Context: an optimization exercise on an open-source flow, tuned for small area, a short achievable clock period and few clock cycles. The choices shown serve that exercise and are no tape-out recipe.
RTL that was checked went through simulation tests only; none was proved equivalent to the original.
Power figures rest on the tool's default switching activity, not on a simulated workload.

Design bitrat_enc, start of the top module:
module bitrat_enc (
    input  wire        clk,
    input  wire        rst,         
    input  wire        start,
    input  wire        prev_bit,
    input  wire [12:0] len,         
    output wire [11:0] in_addr,
    input  wire [7:0]  in_data,
    output reg         out_we,
    output reg  [12:0] out_addr,
    output reg  [7:0]  out_data,
    output wire        busy,
    output reg         done,
    output wire [7:0]  cmask,
    output wire [3:0]  maskw,
    output wire [12:0] count,
    output wire        last
);
For scale: roughly 1000 cells after synthesis, roughly 170 flip-flops, ~87 I/O pins.
Settings: LEC_CHECK=0, CAP_MARGIN=20, CORE_MARGIN=2, CORE_UTILIZATION=40, SLEW_MARGIN=20; clock period 5.0 ns.
run.sh (not shown) runs the stock make flow with config.mk's settings and CLKGATE_MAP_FILE= SYNTH_SCRIPT=/design/flow/synth_recipe.tcl, a recipe that flattens the netlist after the stock synthesis.
The baseline went through all stages and came out clean.
==> next run, changes <==
--- a/flow/design.v
+++ b/flow/design.v
@@ -21,19 +21,18 @@
                      S_B1   = 3'd2,   
                      S_RUN  = 3'd3,   
                      S_GW   = 3'd4,   
                      S_PW   = 3'd5,   
                      S_SW   = 3'd6;   
     reg [2:0]  st;
     reg [12:0] lm1;       
     reg [11:0] icur;      
     reg [7:0]  d;
-    reg        d00, dff;          
     reg        mbit;      
     reg        mode;      
     reg [12:0] ocur;      
     reg [12:0] gpos, ppos, spos;
     reg        p_act, s_act;      
     reg [7:0]  gmask, pmask, smask, cm;
     reg [5:0]  ln;        
     reg [12:0] ocur_b;    
     reg        p_act_b, s_act_b, mbit_b;
@@ -55,33 +54,28 @@
     wire sec_end    = (icur[8:0] == 9'h1FF) || last_byte;
     wire esc_mode   = mode && full_pair;
     wire [7:0] gm_base = grp_start  ? 8'd0 : gmask;
     wire [7:0] pm_base = pair_start ? 8'd0 : pmask;
     wire [7:0] sm_base = sec_start  ? 8'd0 : smask;
     wire [5:0] ln_base = blk_start  ? 6'd0 : ln;
     wire       g_has   = |gm_base;
     wire       p_has   = pair_start ? 1'b0 : p_act;
     wire       s_has   = sec_start  ? 1'b0 : s_act;
-    wire       lit     = mbit ? !dff : !d00;
+    wire       lit     = (d != {8{mbit}});
     wire [7:0] gm_next = gm_base | (lit ? (8'h80 >> icur[2:0]) : 8'd0);
     wire       wr      = esc_mode || lit;
     wire       ng      = esc_mode ? blk_start : (lit && !g_has);
     wire       np      = wr && !p_has;
     wire       ns      = wr && !s_has;
-    wire [12:0] o1     = ocur + 13'd1;
-    wire [12:0] o2     = ocur + 13'd2;
-    wire [12:0] o3     = ocur + 13'd3;
-    wire [12:0] o4     = ocur + 13'd4;
-    wire [12:0] waddr  = ns ? o3 : np ? o2 : ng ? o1 : ocur;
-    wire [12:0] onext  = ns ? o4 : np ? o3 : ng ? o2 : o1;
+    wire [1:0] koff    = ns ? 2'd3 : np ? 2'd2 : ng ? 2'd1 : 2'd0;
+    wire [12:0] waddr  = ocur + {11'd0, koff};
     wire [5:0] ln_next = ln_base + {5'd0, lit} + {5'd0, lit && !g_has};
-    wire       esc     = (ln_base > 6'd32) ||
-                         (lit && ((ln_base >= 6'd32) || (!g_has && ln_base >= 6'd31)));
+    wire       esc     = (ln_next > 6'd32);
     wire       mism    = blk_end && (mode != esc);
     wire       p_act_n = p_has || wr;
     wire       s_act_n = s_has || wr;
     wire       gw      = grp_end && (esc_mode ? (blk_end && esc) : lit);
     wire [7:0] pm_grp  = (grp_end && (gm_next != 8'd0)) ? (8'h80 >> icur[5:3]) : 8'd0;
     wire [7:0] pm_esc  = (blk_end && esc_mode && esc) ? (icur[5] ? 8'h0F : 8'hF0) : 8'd0;
     wire [7:0] sm_bit  = (pair_end && p_act_n) ? (8'h80 >> icur[8:6]) : 8'd0;
     wire [7:0] cm_bit  = (sec_end && s_act_n) ? (8'h80 >> icur[11:9]) : 8'd0;
     wire pw_run = pair_end && p_act_n;
@@ -90,23 +84,20 @@
     wire sw_st  = sec_end && s_act;
     always @(posedge clk) begin
         if (rst) begin
             st     <= S_IDLE;
             done   <= 1'b0;
             out_we <= 1'b0;
         end else begin
             done   <= 1'b0;
             out_we <= 1'b0;
-            if (st != S_GW && st != S_PW && st != S_SW) begin
-                d   <= in_data;
-                d00 <= (in_data == 8'h00);
-                dff <= (in_data == 8'hFF);
-            end
+            if (st != S_GW && st != S_PW && st != S_SW)
+                d <= in_data;
             case (st)
                 S_IDLE: begin
                     if (start) begin
                         lm1  <= len - 13'd1;
                         mbit <= prev_bit;
                         mode <= 1'b0;
                         icur <= 12'd0;
                         ocur <= 13'd0;
                         cm   <= 8'd0;
@@ -120,37 +111,37 @@
                 S_B1: st <= S_RUN;
                 S_RUN: begin
                     if (blk_start && full_pair) begin
                         ocur_b  <= ocur;
                         p_act_b <= p_has;
                         s_act_b <= s_has;
                         mbit_b  <= mbit;
                     end
                     if (ns) spos <= ocur;
-                    if (np) ppos <= ns ? o1 : ocur;
-                    if (ng) gpos <= ns ? o2 : np ? o1 : ocur;
+                    if (np) ppos <= ocur + {12'd0, ns};
+                    if (ng) gpos <= ocur + {11'd0, ns, np && !ns};
                     gmask <= gm_next;
                     ln    <= ln_next;
                     pmask <= pm_base | pm_grp | pm_esc;
                     out_we   <= wr || (!esc_mode && g_has);
                     out_addr <= wr ? waddr : gpos;
                     out_data <= wr ? d : gm_base;
                     if (mism) begin
                         mode  <= ~mode;
                         icur  <= {icur[11:5], 5'd0};
                         ocur  <= ocur_b;
                         p_act <= p_act_b;
                         s_act <= s_act_b;
                         mbit  <= mbit_b;
                         st    <= S_B2;
                     end else begin
                         if (lit) mbit <= d[0];
-                        if (wr) ocur <= onext;
+                        if (wr) ocur <= waddr + 13'd1;
                         p_act <= p_act_n;
                         s_act <= s_act_n;
                         smask <= sm_base | sm_bit;
                         cm    <= cm | cm_bit;
                         if (gw) begin
                             st <= S_GW;
                         end else if (pw_run) begin
                             st <= S_PW;
                         end else if (sw_run) begin
The changed run ran to the end with no violations.
Non-clock buffer count came out higher by 20.
Cell count came out lower by 6.7%.
Via count came out lower by 14%.
Critical path depth came out higher by 11.
Fmax came out lower by 11%.
First-iteration DRC count came out lower by 25%.
Sequential cell count came out lower by 2.
Worst setup slack loses 0.52 ns.
Total power came out lower by 4.1%.
Die area came out lower by 8.0%.
Sequential share of layout area came out higher by 2.0 points.
Area after synthesis came out lower by 8.2%.
Cell area came out lower by 5.6%.
Utilization came out higher by 1.8 points.
Testbench counts after the change, summed over its fixed seeds: cycles 346,406.
Only the layout flow was run in the first run of this note; the RTL was not checked for function there.

========
== the reference run ==
The RTL this note starts from:
==> flow/design.v <==
module bitrat_enc (
    input  wire        clk,
    input  wire        rst,         
    input  wire        start,
    input  wire        prev_bit,
    input  wire [12:0] len,         
    output reg  [11:0] in_addr,
    input  wire [7:0]  in_data,
    output reg         out_we,
    output reg  [12:0] out_addr,
    output reg  [7:0]  out_data,
    output reg         busy,
    output reg         done,
    output reg  [7:0]  cmask,
    output reg  [3:0]  maskw,
    output wire [12:0] count,
    output wire        last
);
    localparam [2:0] S_IDLE = 3'd0,
                     S_B2   = 3'd1,   
                     S_B1   = 3'd2,   
                     S_RUN  = 3'd3,   
                     S_GW   = 3'd4,   
                     S_PW   = 3'd5,   
                     S_SW   = 3'd6,   
                     S_RB   = 3'd7;   
    reg [2:0]  st;
    reg [12:0] lenr;      
    reg        lastb;     
    reg        fullp;     
    reg        f_gs, f_bs, f_ps, f_ss;       
    reg        f_ge, f_be, f_pe, f_se;       
    reg [7:0]  d;
    reg        lit;       
    reg        mbit;      
    reg        mode;      
    reg [12:0] ocur;      
    reg [12:0] gpos, ppos, spos;
    reg        g_has, p_has, s_has;    
    reg        pend_pw, pend_sw;       
    reg [7:0]  gmask, pmask, smask;
    reg [5:0]  ln;        
    reg [12:0] ocur_b;
    reg        p_has_b, s_has_b, mbit_b;
    assign count = ocur;
    assign last  = mbit;
    function [10:0] inc11(input [10:0] x);
        integer i;
        for (i = 0; i < 11; i = i + 1)
            inc11[i] = x[i] ^ ((x & ((11'd1 << i) - 11'd1)) == ((11'd1 << i) - 11'd1));
    endfunction
    function [11:0] inc12(input [11:0] x);
        integer i;
        for (i = 0; i < 12; i = i + 1)
            inc12[i] = x[i] ^ ((x & ((12'd1 << i) - 12'd1)) == ((12'd1 << i) - 12'd1));
    endfunction
    function [10:0] dec11(input [10:0] x);
        integer i;
        for (i = 0; i < 11; i = i + 1)
            dec11[i] = x[i] ^ ((x & ((11'd1 << i) - 11'd1)) == 11'd0);
    endfunction
    wire [11:0] icur    = {dec11(in_addr[11:1]), in_addr[0]};
    wire grp_end  = f_ge || lastb;
    wire blk_end  = fullp && f_be;
    wire pair_end = f_pe || lastb;
    wire sec_end  = f_se || lastb;
    wire esc_mode = mode && fullp;
    wire [7:0] gm_base = f_gs ? 8'd0 : gmask;
    wire [7:0] pm_base = f_ps ? 8'd0 : pmask;
    wire [7:0] sm_base = f_ss ? 8'd0 : smask;
    wire [5:0] ln_base = f_bs ? 6'd0 : ln;
    wire       m_next  = (st == S_RUN && lit) ? d[0] : mbit;
    wire [7:0] gm_next = gm_base | (lit ? (8'h80 >> icur[2:0]) : 8'd0);
    wire       wr      = esc_mode || lit;
    wire       ng      = esc_mode ? f_bs : (lit && !g_has);
    wire       np      = wr && !p_has;
    wire       ns      = wr && !s_has;
    wire [10:0] oh1    = inc11(ocur[12:2]);
    wire [1:0]  ol     = ocur[1:0];
    wire [12:0] o1     = {(ol == 2'd3) ? oh1 : ocur[12:2], ol + 2'd1};
    wire [12:0] o2     = {ol[1]        ? oh1 : ocur[12:2], ol + 2'd2};
    wire [12:0] o3     = {(ol != 2'd0) ? oh1 : ocur[12:2], ol + 2'd3};
    wire [12:0] o4     = {oh1, ol};
    wire [12:0] waddr  = ns ? o3 : np ? o2 : ng ? o1 : ocur;
    wire [12:0] onext  = ns ? o4 : np ? o3 : ng ? o2 : o1;
    wire [5:0] ln_next = ln_base + {5'd0, lit} + {5'd0, lit && !g_has};
    wire       esc     = (ln_base > 6'd32) ||
                         (lit && ((ln_base >= 6'd32) || (!g_has && ln_base >= 6'd31)));
    wire [1:0] inc     = lit ? (g_has ? 2'd1 : 2'd2) : 2'd0;
    wire [1:0] q       = in_addr[4:3];
    wire       fits    = (q == 2'd1) ? ((inc == 2'd0) ? (ln_base <= 6'd5)  :
                                        (inc == 2'd1) ? (ln_base <= 6'd4)  : (ln_base <= 6'd3))  :
                         (q == 2'd2) ? ((inc == 2'd0) ? (ln_base <= 6'd14) :
                                        (inc == 2'd1) ? (ln_base <= 6'd13) : (ln_base <= 6'd12)) :
                         (q == 2'd3) ? ((inc == 2'd0) ? (ln_base <= 6'd23) :
                                        (inc == 2'd1) ? (ln_base <= 6'd22) : (ln_base <= 6'd21)) :
                                       ((inc == 2'd0) ? (ln_base <= 6'd32) :
                                        (inc == 2'd1) ? (ln_base <= 6'd31) : (ln_base <= 6'd30));
    wire       mism    = fullp && (mode ? (f_ge && fits) : esc);
    wire       p_act_n = p_has || wr;
    wire       s_act_n = s_has || wr;
    wire       gw      = grp_end && (esc_mode ? blk_end : lit);
    wire [7:0] pm_grp  = (grp_end && (gm_next != 8'd0)) ? (8'h80 >> icur[5:3]) : 8'd0;
    wire [7:0] pm_esc  = (blk_end && esc_mode && esc) ? (in_addr[5] ? 8'hF0 : 8'h0F) : 8'd0;
    wire [7:0] sm_bit  = (pair_end && p_act_n && !mism) ? (8'h80 >> icur[8:6]) : 8'd0;
    wire [7:0] cm_bit  = (sec_end && s_act_n && !mism) ? (8'h80 >> icur[11:9]) : 8'd0;
    wire pw_run  = pair_end && p_act_n;
    wire sw_run  = sec_end && s_act_n;
    wire fin_run = gw || pw_run || sw_run || lastb;
    wire fin_st  = (st == S_GW) ? (pend_pw || pend_sw || lastb) :
                   (st == S_PW) ? (pend_sw || lastb) : lastb;
    wire stall   = (st == S_GW) || (st == S_PW) || (st == S_SW);
    wire step    = ((st == S_RUN) && !fin_run) || (stall && !fin_st);
    wire [6:0]  base_hi = icur[11:5] - {6'd0, f_bs};
    reg [2:0] st_n;
    reg       fin_n;      
    always @(*) begin
        st_n  = st;
        fin_n = 1'b0;
        case (st)
            S_IDLE: if (start && len != 13'd0) st_n = S_B2;
            S_B2:   st_n = S_B1;
            S_B1:   st_n = S_RUN;
            S_RB:   st_n = S_B2;
            S_RUN: begin
                if (mism)        st_n = S_RB;
                else if (gw)     st_n = S_GW;
                else if (pw_run) st_n = S_PW;
                else if (sw_run) st_n = S_SW;
                else if (lastb)  fin_n = 1'b1;
            end
            S_GW: begin
                if (pend_pw)      st_n = S_PW;
                else if (pend_sw) st_n = S_SW;
                else if (lastb)   fin_n = 1'b1;
                else              st_n = S_RUN;
            end
            S_PW: begin
                if (pend_sw)    st_n = S_SW;
                else if (lastb) fin_n = 1'b1;
                else            st_n = S_RUN;
            end
            S_SW: begin
                if (lastb) fin_n = 1'b1;
                else       st_n = S_RUN;
            end
            default: st_n = S_IDLE;
        endcase
        if (fin_n) st_n = S_IDLE;
    end
    always @(posedge clk) begin
        if (rst) begin
            st     <= S_IDLE;
            busy   <= 1'b0;
            done   <= 1'b0;
            out_we <= 1'b0;
        end else begin
            st     <= st_n;
            busy   <= (st_n != S_IDLE);
            done   <= fin_n || (st == S_IDLE && start && len == 13'd0);
            out_we <= ((st == S_RUN) && (wr || (!esc_mode && g_has))) || stall;
        end
    end
    always @(posedge clk) begin
        case (st)
            S_GW: begin
                out_addr <= gpos;
                out_data <= esc_mode ? 8'h00 : gmask;
            end
            S_PW: begin
                out_addr <= ppos;
                out_data <= pmask;
            end
            S_SW: begin
                out_addr <= spos;
                out_data <= smask;
            end
            default: begin
                out_addr <= wr ? waddr : gpos;
                out_data <= wr ? d : gm_base;
            end
        endcase
        if (!stall) begin
            d   <= in_data;
            lit <= m_next ? (in_data != 8'hFF) : (in_data != 8'h00);
        end
        if (step || st == S_B2 || st == S_B1)
            in_addr <= inc12(in_addr);
        if (step) begin
            lastb <= (in_addr == lenr[11:0]);
            if (in_addr[5:0] == 6'd1)
                fullp <= ({1'b0, in_addr[11:6]} < lenr[12:6]);
            f_gs  <= (in_addr[2:0] == 3'd1);
            f_bs  <= (in_addr[4:0] == 5'd1);
            f_ps  <= (in_addr[5:0] == 6'd1);
            f_ss  <= (in_addr[8:0] == 9'd1);
            f_ge  <= (in_addr[2:0] == 3'd0);
            f_be  <= (in_addr[4:0] == 5'd0);
            f_pe  <= (in_addr[5:0] == 6'd0);
            f_se  <= (in_addr[8:0] == 9'd0);
        end
        case (st)
            S_IDLE: begin
                if (start) begin
                    lenr    <= len;
                    maskw   <= len[12:9] + {3'd0, (len[8:0] != 9'd0)};
                    lastb   <= (len == 13'd1);
                    fullp   <= (len[12:6] != 7'd0);
                    f_gs    <= 1'b1;
                    f_bs    <= 1'b1;
                    f_ps    <= 1'b1;
                    f_ss    <= 1'b1;
                    f_ge    <= 1'b0;
                    f_be    <= 1'b0;
                    f_pe    <= 1'b0;
                    f_se    <= 1'b0;
                    g_has   <= 1'b0;
                    p_has   <= 1'b0;
                    s_has   <= 1'b0;
                    mbit    <= prev_bit;
                    mode    <= 1'b0;
                    in_addr <= 12'd0;
                    ocur    <= 13'd0;
                    cmask   <= 8'd0;
                end
            end
            S_RB: begin
                in_addr <= {base_hi, 5'd0};
                lastb   <= 1'b0;
                fullp   <= 1'b1;
                f_gs    <= 1'b1;
                f_bs    <= 1'b1;
                f_ps    <= !base_hi[0];
                f_ss    <= (base_hi[3:0] == 4'd0);
                f_ge    <= 1'b0;
                f_be    <= 1'b0;
                f_pe    <= 1'b0;
                f_se    <= 1'b0;
                mode    <= ~mode;
                ocur    <= ocur_b;
                g_has   <= 1'b0;
                p_has   <= p_has_b;
                s_has   <= s_has_b;
                mbit    <= mbit_b;
            end
            S_RUN: begin
                if (f_bs && fullp) begin
                    ocur_b  <= ocur;
                    p_has_b <= p_has;
                    s_has_b <= s_has;
                    mbit_b  <= mbit;
                end
                if (ns) spos <= ocur;
                if (np) ppos <= ns ? o1 : ocur;
                if (ng) gpos <= ns ? o2 : np ? o1 : ocur;
                if (lit) mbit <= d[0];
                if (wr) ocur <= onext;
                gmask   <= gm_next;
                ln      <= ln_next;
                g_has   <= !grp_end && (g_has || lit);
                p_has   <= !pair_end && p_act_n;
                s_has   <= !sec_end && s_act_n;
                pend_pw <= pw_run;
                pend_sw <= sw_run;
                pmask   <= pm_base | pm_grp | pm_esc;
                smask   <= sm_base | sm_bit;
                cmask   <= cmask | cm_bit;
            end
            default: ;
        endcase
    end
endmodule
Settings: LEC_CHECK=0, ABC_CLOCK_PERIOD_IN_PS=2000, CAP_MARGIN=20, CORE_MARGIN=2, CORE_UTILIZATION=40, SETUP_SLACK_MARGIN=1.6, SLEW_MARGIN=20; clock period 5.0 ns.
Testbench counts of the reference run, summed over its fixed seeds: cycles 340,412.
Modified inputs, the trial run compared to the reference run
-- flow/design.v --
<<< the reference run, line 41
    reg [7:0]  gmask, pmask, smask;
    reg [5:0]  ln;        
    reg [12:0] ocur_b;
    reg        p_has_b, s_has_b, mbit_b;
    assign count = ocur;
    assign last  = mbit;
    function [10:0] inc11(input [10:0] x);
        integer i;
        for (i = 0; i < 11; i = i + 1)
            inc11[i] = x[i] ^ ((x & ((11'd1 << i) - 11'd1)) == ((11'd1 << i) - 11'd1));
    endfunction
    function [11:0] inc12(input [11:0] x);
        integer i;
        for (i = 0; i < 12; i = i + 1)
            inc12[i] = x[i] ^ ((x & ((12'd1 << i) - 12'd1)) == ((12'd1 << i) - 12'd1));
    endfunction
    function [10:0] dec11(input [10:0] x);
        integer i;
        for (i = 0; i < 11; i = i + 1)
            dec11[i] = x[i] ^ ((x & ((11'd1 << i) - 11'd1)) == 11'd0);
    endfunction
    wire [11:0] icur    = {dec11(in_addr[11:1]), in_addr[0]};
    wire grp_end  = f_ge || lastb;
    wire blk_end  = fullp && f_be;
>>> the trial run, line 41
    reg [7:0]  gmask, pmask, smask;
    reg [5:0]  ln;        
    reg        p_has_b, s_has_b, mbit_b;
    assign count = ocur;
    assign last  = mbit;
    wire [11:0] icur    = in_addr - 12'd2;
    wire grp_end  = f_ge || lastb;
    wire blk_end  = fullp && f_be;
<<< the reference run, line 76
    wire       np      = wr && !p_has;
    wire       ns      = wr && !s_has;
    wire [10:0] oh1    = inc11(ocur[12:2]);
    wire [1:0]  ol     = ocur[1:0];
    wire [12:0] o1     = {(ol == 2'd3) ? oh1 : ocur[12:2], ol + 2'd1};
    wire [12:0] o2     = {ol[1]        ? oh1 : ocur[12:2], ol + 2'd2};
    wire [12:0] o3     = {(ol != 2'd0) ? oh1 : ocur[12:2], ol + 2'd3};
    wire [12:0] o4     = {oh1, ol};
    wire [12:0] waddr  = ns ? o3 : np ? o2 : ng ? o1 : ocur;
    wire [12:0] onext  = ns ? o4 : np ? o3 : ng ? o2 : o1;
>>> the trial run, line 60
    wire       np      = wr && !p_has;
    wire       ns      = wr && !s_has;
    wire [12:0] o1     = ocur + 13'd1;
    wire [12:0] o2     = ocur + 13'd2;
    wire [12:0] o3     = ocur + 13'd3;
    wire [12:0] o4     = ocur + 13'd4;
    wire [12:0] waddr  = ns ? o3 : np ? o2 : ng ? o1 : ocur;
    wire [12:0] onext  = ns ? o4 : np ? o3 : ng ? o2 : o1;
<<< the reference run, line 87
    wire       esc     = (ln_base > 6'd32) ||
                         (lit && ((ln_base >= 6'd32) || (!g_has && ln_base >= 6'd31)));
    wire [1:0] inc     = lit ? (g_has ? 2'd1 : 2'd2) : 2'd0;
    wire [1:0] q       = in_addr[4:3];
    wire       fits    = (q == 2'd1) ? ((inc == 2'd0) ? (ln_base <= 6'd5)  :
                                        (inc == 2'd1) ? (ln_base <= 6'd4)  : (ln_base <= 6'd3))  :
                         (q == 2'd2) ? ((inc == 2'd0) ? (ln_base <= 6'd14) :
                                        (inc == 2'd1) ? (ln_base <= 6'd13) : (ln_base <= 6'd12)) :
                         (q == 2'd3) ? ((inc == 2'd0) ? (ln_base <= 6'd23) :
                                        (inc == 2'd1) ? (ln_base <= 6'd22) : (ln_base <= 6'd21)) :
                                       ((inc == 2'd0) ? (ln_base <= 6'd32) :
                                        (inc == 2'd1) ? (ln_base <= 6'd31) : (ln_base <= 6'd30));
    wire       mism    = fullp && (mode ? (f_ge && fits) : esc);
    wire       p_act_n = p_has || wr;
>>> the trial run, line 69
    wire       esc     = (ln_base > 6'd32) ||
                         (lit && ((ln_base >= 6'd32) || (!g_has && ln_base >= 6'd31)));
    wire [5:0] ln_max  = (in_addr[4:3] == 2'd1) ? 6'd5  :
                         (in_addr[4:3] == 2'd2) ? 6'd14 :
                         (in_addr[4:3] == 2'd3) ? 6'd23 : 6'd32;
    wire       fits    = lit ? (g_has ? (ln_base < ln_max) : (ln_base + 6'd2 <= ln_max))
                             : (ln_base <= ln_max);       
    wire       mism    = fullp && (mode ? (f_ge && fits) : esc);
    wire       p_act_n = p_has || wr;
<<< the reference run, line 186
        end
        if (step || st == S_B2 || st == S_B1)
            in_addr <= inc12(in_addr);
        if (step) begin
            lastb <= (in_addr == lenr[11:0]);
>>> the trial run, line 163
        end
        if (step || st == S_B2 || st == S_B1)
            in_addr <= in_addr + 12'd1;
        if (step) begin
            lastb <= (in_addr == lenr[11:0]);
<<< the reference run, line 238
                f_se    <= 1'b0;
                mode    <= ~mode;
                ocur    <= ocur_b;
                g_has   <= 1'b0;
                p_has   <= p_has_b;
>>> the trial run, line 215
                f_se    <= 1'b0;
                mode    <= ~mode;
                ocur    <= (mode ? gpos : ocur) -
                           ((mode ? 6'd0 : ln) + {5'd0, !s_has_b} + {5'd0, !p_has_b});
                g_has   <= 1'b0;
                p_has   <= p_has_b;
<<< the reference run, line 246
            S_RUN: begin
                if (f_bs && fullp) begin
                    ocur_b  <= ocur;
                    p_has_b <= p_has;
                    s_has_b <= s_has;
>>> the trial run, line 224
            S_RUN: begin
                if (f_bs && fullp) begin
                    p_has_b <= p_has;
                    s_has_b <= s_has;
--- outcome ---
The reference run → the trial run: cell area after technology mapping now sits higher, worst setup slack went down 0.11 ns, die area now sits higher. Taking the reference run as the reference, in the trial run actual slew at the worst max-slew pin went down 0.083 ns, sequential share of layout area went down 5.3 points, power rose by 5.3%, clock sink count decreased by 6.9% relative to the old numbers, highest net fanout along the worst path -2. Between the reference run and the trial run, internal reg-to-reg setup slack decreased. Sort the trial run and the reference run by layout buffer count excluding clock buffers, ascending, and the reference run comes first. The reference run ended up with sequential cells as its largest cell class by area; the trial run ended up with multi-input combinational cells. Relative to the reference run, the maximum clock frequency measured on the trial run has decreased by a few percent. In the trial run the number of non-filler instances in the completed layout turned out 99 higher than in the reference run.
The RTL of the trial run was laid out without a check of its function.

==> what the ideal ports hide <==
In the flow no input, the clock included, has a driving cell. The finished layouts below were timed again as built, in two steps.
Step 1 assumes that a clkbuf_16 drives the clock port and a buf_2 every other input.
Step 2 moves the port delays by t, midway between the first and last clock arrival at a register: inputs arrive t later, outputs are due t later. That takes back most of the time a late clock gives input paths.
a / b / c = no drivers / after step 1 / after step 2; a / b = the first two.
| run | t, ns | slack for setup (ns) | worst hold slack (ns) | cell pins on the clock port's net |
|---|---|---|---|---|
| the first run of note 1 | 0.480 | 0.848 / 0.801 / 0.864 | 0.558 / 0.558 / 0.558 | 1 |
| the second run of note 1 | 0.478 | 0.330 / 0.330 / 0.330 | 0.560 / 0.560 / 0.560 | 1 |
| the reference run | 0.484 | 1.784 / 1.784 / 1.695 | 0.483 / 0.483 / 0.483 | 1 |
| the trial run | 0.487 | 1.669 / 1.669 / 1.345 | 0.479 / 0.479 / 0.479 | 1 |
After both steps every run listed still meets setup and hold. For the trial run, which loses most, drivers alone change the setup slack by 0.000 ns; drivers and shift together by -0.324 ns.
